This design comes from an exercise in tuning for small area and few clock cycles on the open sky130 flow, not from production work.
Only simulation tests tie the RTL to the original design; equivalence was not proved.
Power figures rest on the tool's default switching activity, not on a simulated workload.

==> flow/design.v <==
module slmp_engine (
    input  wire        clk,
    input  wire        rst,
    input  wire        cmd_valid,
    output wire        cmd_ready,
    input  wire [7:0]  cmd_op,
    input  wire [7:0]  cmd_dev,
    input  wire [15:0] cmd_addr,
    input  wire [15:0] cmd_count,
    input  wire [15:0] cmd_plen,
    input  wire        in_valid,
    output wire        in_ready,
    input  wire [7:0]  in_data,
    input  wire        rx_valid,
    output wire        rx_ready,
    input  wire [7:0]  rx_data,
    input  wire [1:0]  rx_term,
    output wire        dout_valid,
    input  wire        dout_ready,
    output wire [7:0]  dout_data,
    output reg         done,
    output wire [3:0]  st_err,
    output wire [3:0]  st_sub,
    output wire [15:0] st_code,
    output wire [16:0] olen,
    output wire [15:0] res
);
    localparam [7:0] OP_DT_KIND   = 8'h10;
    localparam [7:0] OP_DT_CODE   = 8'h11;
    localparam [7:0] OP_DT_SUBCMD = 8'h12;
    localparam [7:0] OP_FE_READ   = 8'h20;
    localparam [7:0] OP_FE_WRITE  = 8'h21;
    localparam [7:0] OP_FE_SELF   = 8'h22;
    localparam [7:0] OP_RD_RECV   = 8'h30;
    localparam [3:0] E_OK        = 4'd0;
    localparam [3:0] E_TRANSPORT = 4'd3;
    localparam [3:0] E_MALFORMED = 4'd4;
    localparam [3:0] E_REMOTE    = 4'd5;
    localparam [3:0] E_UNKDEV    = 4'd10;
    localparam [3:0] E_ILLEGAL   = 4'd12;
    localparam [3:0] E_CAPACITY  = 4'd13;
    localparam [1:0] ST_IDLE = 2'd0;
    localparam [1:0] ST_FE   = 2'd1;    
    localparam [1:0] ST_RD   = 2'd2;    
    reg [1:0]  state;
    reg        kself;       
    reg        kwrite;      
    reg [3:0]  dev;         
    reg [4:0]  idx;         
    reg [16:0] rd;          
    reg [15:0] rs;          
    reg [15:0] rp;          
    reg        cy;          
    reg        nz;          
    reg [3:0]  err_q;
    reg [1:0]  sub_q;
    reg [16:0] val_q;       
    reg        lenv;        
    reg [7:0]  res_q;
    wire idle   = (state == ST_IDLE);
    wire s_fe   = (state == ST_FE);
    wire s_rd   = (state == ST_RD);
    assign st_err  = err_q;
    assign st_sub  = {2'b00, sub_q};
    assign st_code = (err_q == E_REMOTE) ? val_q[15:0] : 16'd0;
    assign olen    = lenv ? val_q : 17'd0;
    assign res     = {8'h00, res_q};
    wire [3:0] tdev = idle ? cmd_dev[3:0] : dev;
    wire [7:0] tcode;
    assign tcode[7] = 1'b1;
    assign tcode[6] = 1'b0;
    assign tcode[5] = tdev[3] | (tdev[2] & tdev[1]) | (tdev[2] & tdev[0]) | (tdev[1] & tdev[0]);
    assign tcode[4] = !(tdev[0] & (tdev[1] | tdev[2] | tdev[3]));
    assign tcode[3] = (!tdev[3] & !tdev[2] & !tdev[1]) | (tdev[0] & (tdev[2] | tdev[3]));
    assign tcode[2] = (!tdev[3] & !tdev[2] & !tdev[1]) | (tdev[2] & tdev[1]);
    assign tcode[1] = tdev[2] & tdev[1] & tdev[0];
    assign tcode[0] = tdev[2] ? (tdev[1] ~^ tdev[0]) : (tdev[0] & !tdev[1]);
    wire tbit = !tdev[3] & !(tdev[2] & (tdev[1] | tdev[0]));
    wire dev_ok  = (cmd_dev < 8'd10);
    wire is_dt   = (cmd_op == OP_DT_KIND) || (cmd_op == OP_DT_CODE) ||
                   (cmd_op == OP_DT_SUBCMD);
    wire is_rd   = (cmd_op == OP_FE_READ);
    wire is_wr   = (cmd_op == OP_FE_WRITE);
    wire is_self = (cmd_op == OP_FE_SELF);
    wire is_recv = (cmd_op == OP_RD_RECV);
    wire cap_bad = (cmd_plen > 16'd65523);
    wire fe_go   = is_self || ((is_rd || is_wr) && dev_ok && !(is_wr && cap_bad));
    wire acc     = idle && cmd_valid;
    wire [15:0] rp_m1 = rp - 16'd1;
    wire        rp_hz = (rp[15:1] == 15'd0);
    wire        rp_z  = rp_hz && !rp[0];
    wire        rp_1  = rp_hz && rp[0];
    wire       lo   = idx[0];
    wire [7:0] a8   = lo ? rp[7:0] : rp[15:8];
    wire [7:0] k8   = lo ? (idx[4] ? 8'd21 : 8'd12) : 8'd0;
    wire [8:0] s9   = {1'b0, a8} + {1'b0, k8} + {8'd0, !lo && cy};
    wire f_hdr  = s_fe && (idx != 5'd21);
    wire f_pay  = s_fe && (idx == 5'd21);
    reg  [7:0] hbyte;
    always @(*) begin
        case (idle ? 5'd0 : idx)
            5'd0:  hbyte = 8'h50;
            5'd3:  hbyte = 8'hff;
            5'd4:  hbyte = 8'hff;
            5'd5:  hbyte = 8'h03;
            5'd7:  hbyte = s9[7:0];
            5'd8:  hbyte = s9[7:0];
            5'd11: hbyte = kself ? 8'h17 : 8'h01;
            5'd12: hbyte = kself ? 8'h16 : (kwrite ? 8'h14 : 8'h04);
            5'd13: hbyte = {7'd0, !kself && tbit};
            5'd15: hbyte = kself ? 8'h04 : rd[7:0];
            5'd16: hbyte = kself ? 8'h00 : rd[15:8];
            5'd17: hbyte = kself ? 8'hde : 8'h00;
            5'd18: hbyte = kself ? 8'had : tcode;
            5'd19: hbyte = kself ? 8'hbe : rs[7:0];
            5'd20: hbyte = kself ? 8'hef : rs[15:8];
            default: hbyte = 8'h00;
        endcase
    end
    wire r_body  = s_rd && !idx[4] && idx[3] && idx[2];    
    wire r_pay   = s_rd && idx[1] && r_body && !nz;        
    wire rx_need = s_rd && !(r_body && rp_z);
    assign cmd_ready  = idle;
    assign in_ready   = f_pay && dout_ready;
    assign dout_valid = (acc && fe_go) || f_hdr || (f_pay && in_valid) ||
                        (r_pay && rx_valid && !rp_z);
    assign dout_data  = f_pay ? in_data : s_rd ? rx_data : hbyte;
    assign rx_ready   = rx_need && (!r_pay || dout_ready);
    wire rx_take = rx_valid && rx_ready;
    wire rx_fail = rx_need && !rx_valid && (rx_term != 2'd0);
    wire [15:0] stw  = {rx_data, rd[7:0]};
    wire        st_z = (stw == 16'd0);
    reg        fin;
    reg [3:0]  fin_err;
    reg [1:0]  fin_sub;
    reg        fin_len;
    always @(*) begin
        fin     = 1'b0;
        fin_err = E_OK;
        fin_sub = 2'd0;
        fin_len = 1'b0;
        if (idle) begin
            if (cmd_valid) begin
                if (is_dt) begin
                    fin = 1'b1;
                    fin_err = dev_ok ? E_OK : E_UNKDEV;
                end else if (is_rd || is_wr) begin
                    if (!dev_ok) begin
                        fin = 1'b1; fin_err = E_UNKDEV;
                    end else if (is_wr && cap_bad) begin
                        fin = 1'b1; fin_err = E_CAPACITY; fin_sub = 2'd2;
                    end
                end else if (!is_self && !is_recv) begin
                    fin = 1'b1; fin_err = E_ILLEGAL;
                end
            end
        end else if (s_fe) begin
            fin_len = 1'b1;
            if (dout_ready && ((idx == 5'd20 && rp_z) || (f_pay && in_valid && rp_1)))
                fin = 1'b1;
        end else begin
            if (rx_take && idx == 5'd31 && rx_data != 8'hd0 && rx_data != 8'hd4) begin
                fin = 1'b1; fin_err = E_MALFORMED; fin_sub = 2'd1;
            end
            if (r_body) begin
                if (rp_z) begin
                    fin = 1'b1; fin_err = E_MALFORMED; fin_sub = 2'd2;
                end else if (rx_take && rp_1) begin
                    fin = 1'b1;
                    if (idx[1:0] == 2'd0) begin
                        fin_err = E_MALFORMED; fin_sub = 2'd2;
                    end else begin
                        fin_len = (idx[1:0] == 2'd1) ? st_z : !nz;
                        fin_err = fin_len ? E_OK : E_REMOTE;
                    end
                end
            end
            if (rx_fail) begin
                fin = 1'b1;
                fin_err = E_TRANSPORT;
                fin_sub = rx_term;
            end
        end
    end
    always @(posedge clk) begin
        if (idle) begin
            rd     <= {1'b0, cmd_addr};
            rs     <= cmd_count;
            rp     <= is_wr ? cmd_plen : 16'd0;
            dev    <= cmd_dev[3:0];
            kself  <= is_self;
            kwrite <= is_wr;
            idx    <= is_recv ? 5'd31 : (dout_ready ? 5'd1 : 5'd0);
        end else if (s_fe) begin
            if (f_hdr && dout_ready) begin
                idx <= idx + 5'd1;
                if (lo) cy <= s9[8];
                if (idx == 5'd17) rd[7:0] <= s9[7:0];
                if (idx == 5'd18) rd[16:8] <= s9;
            end
            if (f_pay && in_valid && dout_ready) rp <= rp_m1;
        end else if (rx_take) begin
            if (idx != 5'd14) idx <= idx + 5'd1;
            if (idx == 5'd31 && rx_data == 8'hd0) idx <= 5'd4;
            if (r_body) rp <= rp_m1;
            else        rp <= {rx_data, rp[15:8]};
            if (idx == 5'd12) rd[7:0] <= rx_data;
            if (idx == 5'd13) begin
                rd <= st_z ? {1'b0, rp_m1} : {1'b0, stw};
                nz <= !st_z;
            end
        end
        if (fin) begin
            val_q[7:0]  <= rd[7:0];
            val_q[15:8] <= (s_rd && idx[1:0] == 2'd1) ? rx_data : rd[15:8];
            val_q[16]   <= rd[16];
        end
        if (rst) begin
            state <= ST_IDLE;
            done  <= 1'b0;
            err_q <= E_OK;
            sub_q <= 2'd0;
            lenv  <= 1'b0;
            res_q <= 8'd0;
        end else begin
            done <= fin;
            if (fin) begin
                err_q <= fin_err;
                sub_q <= fin_sub;
                lenv  <= fin_len;
                state <= ST_IDLE;
            end else if (idle && cmd_valid) begin
                state <= is_recv ? ST_RD : ST_FE;
            end
            if (acc && is_dt && dev_ok)
                res_q <= (cmd_op == OP_DT_CODE) ? tcode : {7'd0, tbit};
        end
    end
endmodule
clock: 5.0 ns
lec_check: 0
cap_margin: 20
core_margin: 2
core_utilization: 40
cts_buf_list: sky130_fd_sc_hd__clkbuf_8
cts_cluster_diameter: 150
cts_cluster_size: 40
slew_margin: 20
run.sh (not shown) runs the stock make flow with config.mk's settings and CLKGATE_MAP_FILE= SYNTH_SCRIPT=/design/flow/synth_recipe.tcl, a recipe that flattens the netlist after the stock synthesis.
Testbench counts at the start, summed over its fixed seeds: cycles 92,211.
==> next run, changes <==
Settings changed: CTS_BUF_LIST sky130_fd_sc_hd__clkbuf_8 to default, CTS_CLUSTER_DIAMETER 150 to default, CTS_CLUSTER_SIZE 40 to default.
What happened: The new run finished clean. Via count rises slightly. Wire length rises slightly. Sequential cell count stays the same. Synthesized cell count stays the same.

* * *

## job 1205
Another version of the RTL of slmp_engine (not shown whole).
Size: roughly 740 cells after synthesis, about 6600 sq um of cells after synthesis.
Design slmp_engine, start of the top module:
module slmp_engine (
    input  wire        clk,
    input  wire        rst,
    input  wire        cmd_valid,
    output wire        cmd_ready,
    input  wire [7:0]  cmd_op,
    input  wire [7:0]  cmd_dev,
    input  wire [15:0] cmd_addr,
    input  wire [15:0] cmd_count,
    input  wire [15:0] cmd_plen,
    input  wire        in_valid,
    output wire        in_ready,
    input  wire [7:0]  in_data,
    input  wire        rx_valid,
    output wire        rx_ready,
    input  wire [7:0]  rx_data,
    input  wire [1:0]  rx_term,
    output wire        dout_valid,
    input  wire        dout_ready,
    output wire [7:0]  dout_data,
    output reg         done,
    output wire [3:0]  st_err,
    output wire [3:0]  st_sub,
    output wire [15:0] st_code,
    output wire [16:0] olen,
    output wire [15:0] res
);
    localparam [7:0] OP_DT_KIND   = 8'h10;
    localparam [7:0] OP_DT_CODE   = 8'h11;
    localparam [7:0] OP_DT_SUBCMD = 8'h12;
    localparam [7:0] OP_FE_READ   = 8'h20;
    localparam [7:0] OP_FE_WRITE  = 8'h21;
    localparam [7:0] OP_FE_SELF   = 8'h22;
    localparam [7:0] OP_RD_RECV   = 8'h30;
    localparam [3:0] E_OK        = 4'd0;
    localparam [3:0] E_TRANSPORT = 4'd3;
    localparam [3:0] E_MALFORMED = 4'd4;
    localparam [3:0] E_REMOTE    = 4'd5;
    localparam [3:0] E_UNKDEV    = 4'd10;
    localparam [3:0] E_ILLEGAL   = 4'd12;
    localparam [3:0] E_CAPACITY  = 4'd13;
    reg [1:0]  state;
    wire s_fe = state[0];
    wire s_rd = state[1];
    wire idle = !state[0] && !state[1];
    reg [4:0]  idx;
    reg        kwrite;      
    reg [3:0]  dev;         
    reg [16:0] rd;          
    reg [15:0] rs;          
    reg [15:0] rp;          
    reg        cy;          
    reg        nz;          
    reg [3:0]  err_q;
    reg [1:0]  sub_q;
    reg [16:0] val_q;       
    reg        lenv;        
    reg [3:0]  res_q;
    wire kself = dev[3] & dev[2];
    assign st_err  = err_q;
    assign st_sub  = {2'b00, sub_q};
    assign st_code = (err_q == E_REMOTE) ? val_q[15:0] : 16'd0;
  ...
==> flow/config.mk <==
export PLATFORM = sky130hd
export DESIGN_NAME = slmp_engine
export DESIGN_NICKNAME = slmp_engine
export VERILOG_FILES = /design/flow/design.v
export SDC_FILE = /design/flow/constraint.sdc
export NUM_CORES = 4
export LEC_CHECK = 0
export CAP_MARGIN = 20
export CORE_MARGIN = 2
export CORE_UTILIZATION = 40
export CTS_BUF_LIST = sky130_fd_sc_hd__clkbuf_8
export CTS_CLUSTER_DIAMETER = 150
export CTS_CLUSTER_SIZE = 40
export SLEW_MARGIN = 20
==> flow/constraint.sdc <==
create_clock -name core_clock -period 5.0 [get_ports {clk}]
set_input_delay 1.0000 -clock core_clock [delete_from_list [all_inputs] [get_ports {clk}]]
set_output_delay 1.0000 -clock core_clock [all_outputs]
set_load 0.01 [all_outputs]
standard.sh (not shown) runs the stock make flow with config.mk's settings and CLKGATE_MAP_FILE= SYNTH_SCRIPT=/design/flow/synth_recipe.tcl, a recipe that flattens the netlist after the stock synthesis.
==> flow/flow/run.sh <==
#!/bin/bash
# Layout flow: the standard ORFS flow (standard.sh), with the port
# buffers made of the smallest buffer cell instead of the default pick.
# Each tool's full output goes to its own log in this folder.
set -euo pipefail
bash standard.sh "BUFFER_PORTS_ARGS=-buffer_cell sky130_fd_sc_hd__buf_1" finish > standard_run.log 2>&1
Testbench counts of job 1205, summed over its fixed seeds: cycles 92,211.
Relative to job 1205, the following input files were edited for job 7266:
==> flow/flow/run.sh <==
#!/bin/bash
# Layout flow: the standard ORFS flow (standard.sh) with extra make
# settings listed in flow/extra_args (one per line). Each tool's full
# output goes to a log of its own in this folder.
set -euo pipefail
here=$(pwd)
args=()
while IFS= read -r line; do
  [[ -z "$line" ]] && continue
  args+=("${line//@HERE@/$here}")
done < flow/extra_args
bash standard.sh "${args[@]}" finish > standard_run.log 2>&1
==> flow/flow/extra_args (new file) <==
BUFFER_PORTS_ARGS=-buffer_cell sky130_fd_sc_hd__buf_1
RECOVER_POWER=100
GPL_TIMING_DRIVEN=0
PRE_GLOBAL_PLACE_TCL=@HERE@/flow/rmbuf.tcl
==> flow/flow/rmbuf.tcl (new file) <==
remove_buffers
diff --git a/flow/config.mk b/flow/config.mk
--- a/flow/config.mk
+++ b/flow/config.mk
@@ -10,5 +10,5 @@
 export CORE_UTILIZATION = 40
 export CTS_BUF_LIST = sky130_fd_sc_hd__clkbuf_8
-export CTS_CLUSTER_DIAMETER = 150
-export CTS_CLUSTER_SIZE = 40
+export CTS_CLUSTER_DIAMETER = 500
+export CTS_CLUSTER_SIZE = 100
 export SLEW_MARGIN = 20
Results
- Looking at power share of the combinational group, job 7266 sits below job 1205.
- Compared with job 1205, mean routed wirelength per cell in job 7266 decreased by a few percent.
- Relative to job 1205, the met2 track demand over resource of job 7266 is lower by 3.5 points.
- Die span in y came out exactly the same in job 1205 and job 7266.
- The routed wire length number comes out higher for job 1205 vs job 7266.
- No crash in job 7266: every stage finished, but the layout fails its final checks due to capacitance limit, slew limit.
- Diff job 1205 -> job 7266 | global-route wire length before repair | down by a few percent
- Compared with job 1205, in job 7266 starting density of the core essentially unchanged, final-layout non-clock buffer area share lower.
Inputs modified between job 7266 and job 5226:
==> flow/flow/extra_args <==
BUFFER_PORTS_ARGS=-buffer_cell sky130_fd_sc_hd__buf_1
RECOVER_POWER=100
diff --git a/flow/config.mk b/flow/config.mk
--- a/flow/config.mk
+++ b/flow/config.mk
@@ -10,5 +10,5 @@
 export CORE_UTILIZATION = 40
 export CTS_BUF_LIST = sky130_fd_sc_hd__clkbuf_8
-export CTS_CLUSTER_DIAMETER = 500
-export CTS_CLUSTER_SIZE = 100
+export CTS_CLUSTER_DIAMETER = 150
+export CTS_CLUSTER_SIZE = 40
 export SLEW_MARGIN = 20
removed: flow/flow/rmbuf.tcl
### Flow results
- Job 5226: done, clean on timing, DRC and antenna
- A startpoint of the most critical setup path of idx[0] is what job 5226 shows, while state[0] belongs to job 7266.
- Going from job 7266 to job 5226, worst hold slack went down by 0.013 ns; total combinational power moved up; wire length on met2 up 940 um; critical path depth moved up.
- Delta (job 5226 minus job 7266): share of final-layout standard cells stronger than drive strength 1 rose by 0.71 points, shortest clock period the worst path allows after layout -0.15 ns, part of the total power dissipated in the clock network went down.
- Re non-clock buffering overhead in the final layout: job 5226 is 1.2 points up on job 7266.
- Of job 7266 and job 5226, job 5226 shows the higher wire length of the first global-routing pass, with job 7266 below it.
Here is what was changed in the inputs of job 9780 compared with job 5226.
==> flow/flow/extra_args <==
BUFFER_PORTS_ARGS=-buffer_cell sky130_fd_sc_hd__buf_1
RECOVER_POWER=100
GPL_TIMING_DRIVEN=0
PRE_GLOBAL_PLACE_TCL=@HERE@/flow/rmbuf.tcl
==> flow/flow/rmbuf.tcl (new file) <==
remove_buffers
diff --git a/flow/config.mk b/flow/config.mk
--- a/flow/config.mk
+++ b/flow/config.mk
@@ -8,5 +8,5 @@
 export CAP_MARGIN = 20
 export CORE_MARGIN = 2
-export CORE_UTILIZATION = 40
+export CORE_UTILIZATION = 65
 export CTS_BUF_LIST = sky130_fd_sc_hd__clkbuf_8
 export CTS_CLUSTER_DIAMETER = 150
### Flow results
As far as total count of hold-check failures in the final report goes, job 9780 and job 5226 are indistinguishable; the numbers are identical.
Starting utilization of the core area was higher in the run labelled job 9780.
Job 9780 against job 5226: synthesized instance count neither gained nor lost much, weighted congestion reported at the end of routability-driven placement now sits lower, combinational power shows a reduction of about 2%.
In job 9780 the implementation ran to completion but is not tape-out ready, as the final checks report capacitance limit, slew limit.
Job 5226: full flow OK, the timing, DRC and antenna checks passed
Delta (job 9780 minus job 5226): number of cells on the critical path decreased by 1 relative to the old numbers, net switching fraction of the power went down, final count of pins violating max slew shows an increase of 28, total power has increased.
Routed wire in job 9780 totals less than in job 5226.

-- re-timing with driven ports --
How much do the figures lean on ideal ports? The routed layouts below were timed once more, with nothing changed but the port constraints. Step 1: set_driving_cell puts a clkbuf_16 on clk and a buf_2 on each other input, an assumption about the parent block. Step 2 times the ports against the registers' clock, not the clock port: input delays grow and output delays shrink by t, the midpoint of the rising clock arrivals with the driver on. Three values: ideal, step 1, step 2; two values: the first two.
run | shift t [ns] | slack for setup (ns) | worst hold slack (ns) | worst setup path after step 2
the first run of note 1 | 0.419 | 0.221 / 0.181 / 0.354 | 0.454 / 0.454 / 0.454 | input to output
the second run of note 1 | 0.399 | 0.268 / 0.224 / 0.361 | 0.449 / 0.449 / 0.449 | input to output
job 1205 | 0.429 | 0.460 / 0.421 / 0.850 | 0.441 / 0.441 / 0.441 | register to output
job 7266 | 0.420 | 0.319 / 0.284 / 0.569 | 0.453 / 0.453 / 0.453 | register to register
job 5226 | 0.429 | 0.471 / 0.431 / 0.789 | 0.441 / 0.441 / 0.441 | register to register
job 9780 | 0.419 | 0.110 / 0.075 / 0.494 | 0.453 / 0.453 / 0.453 | register to output
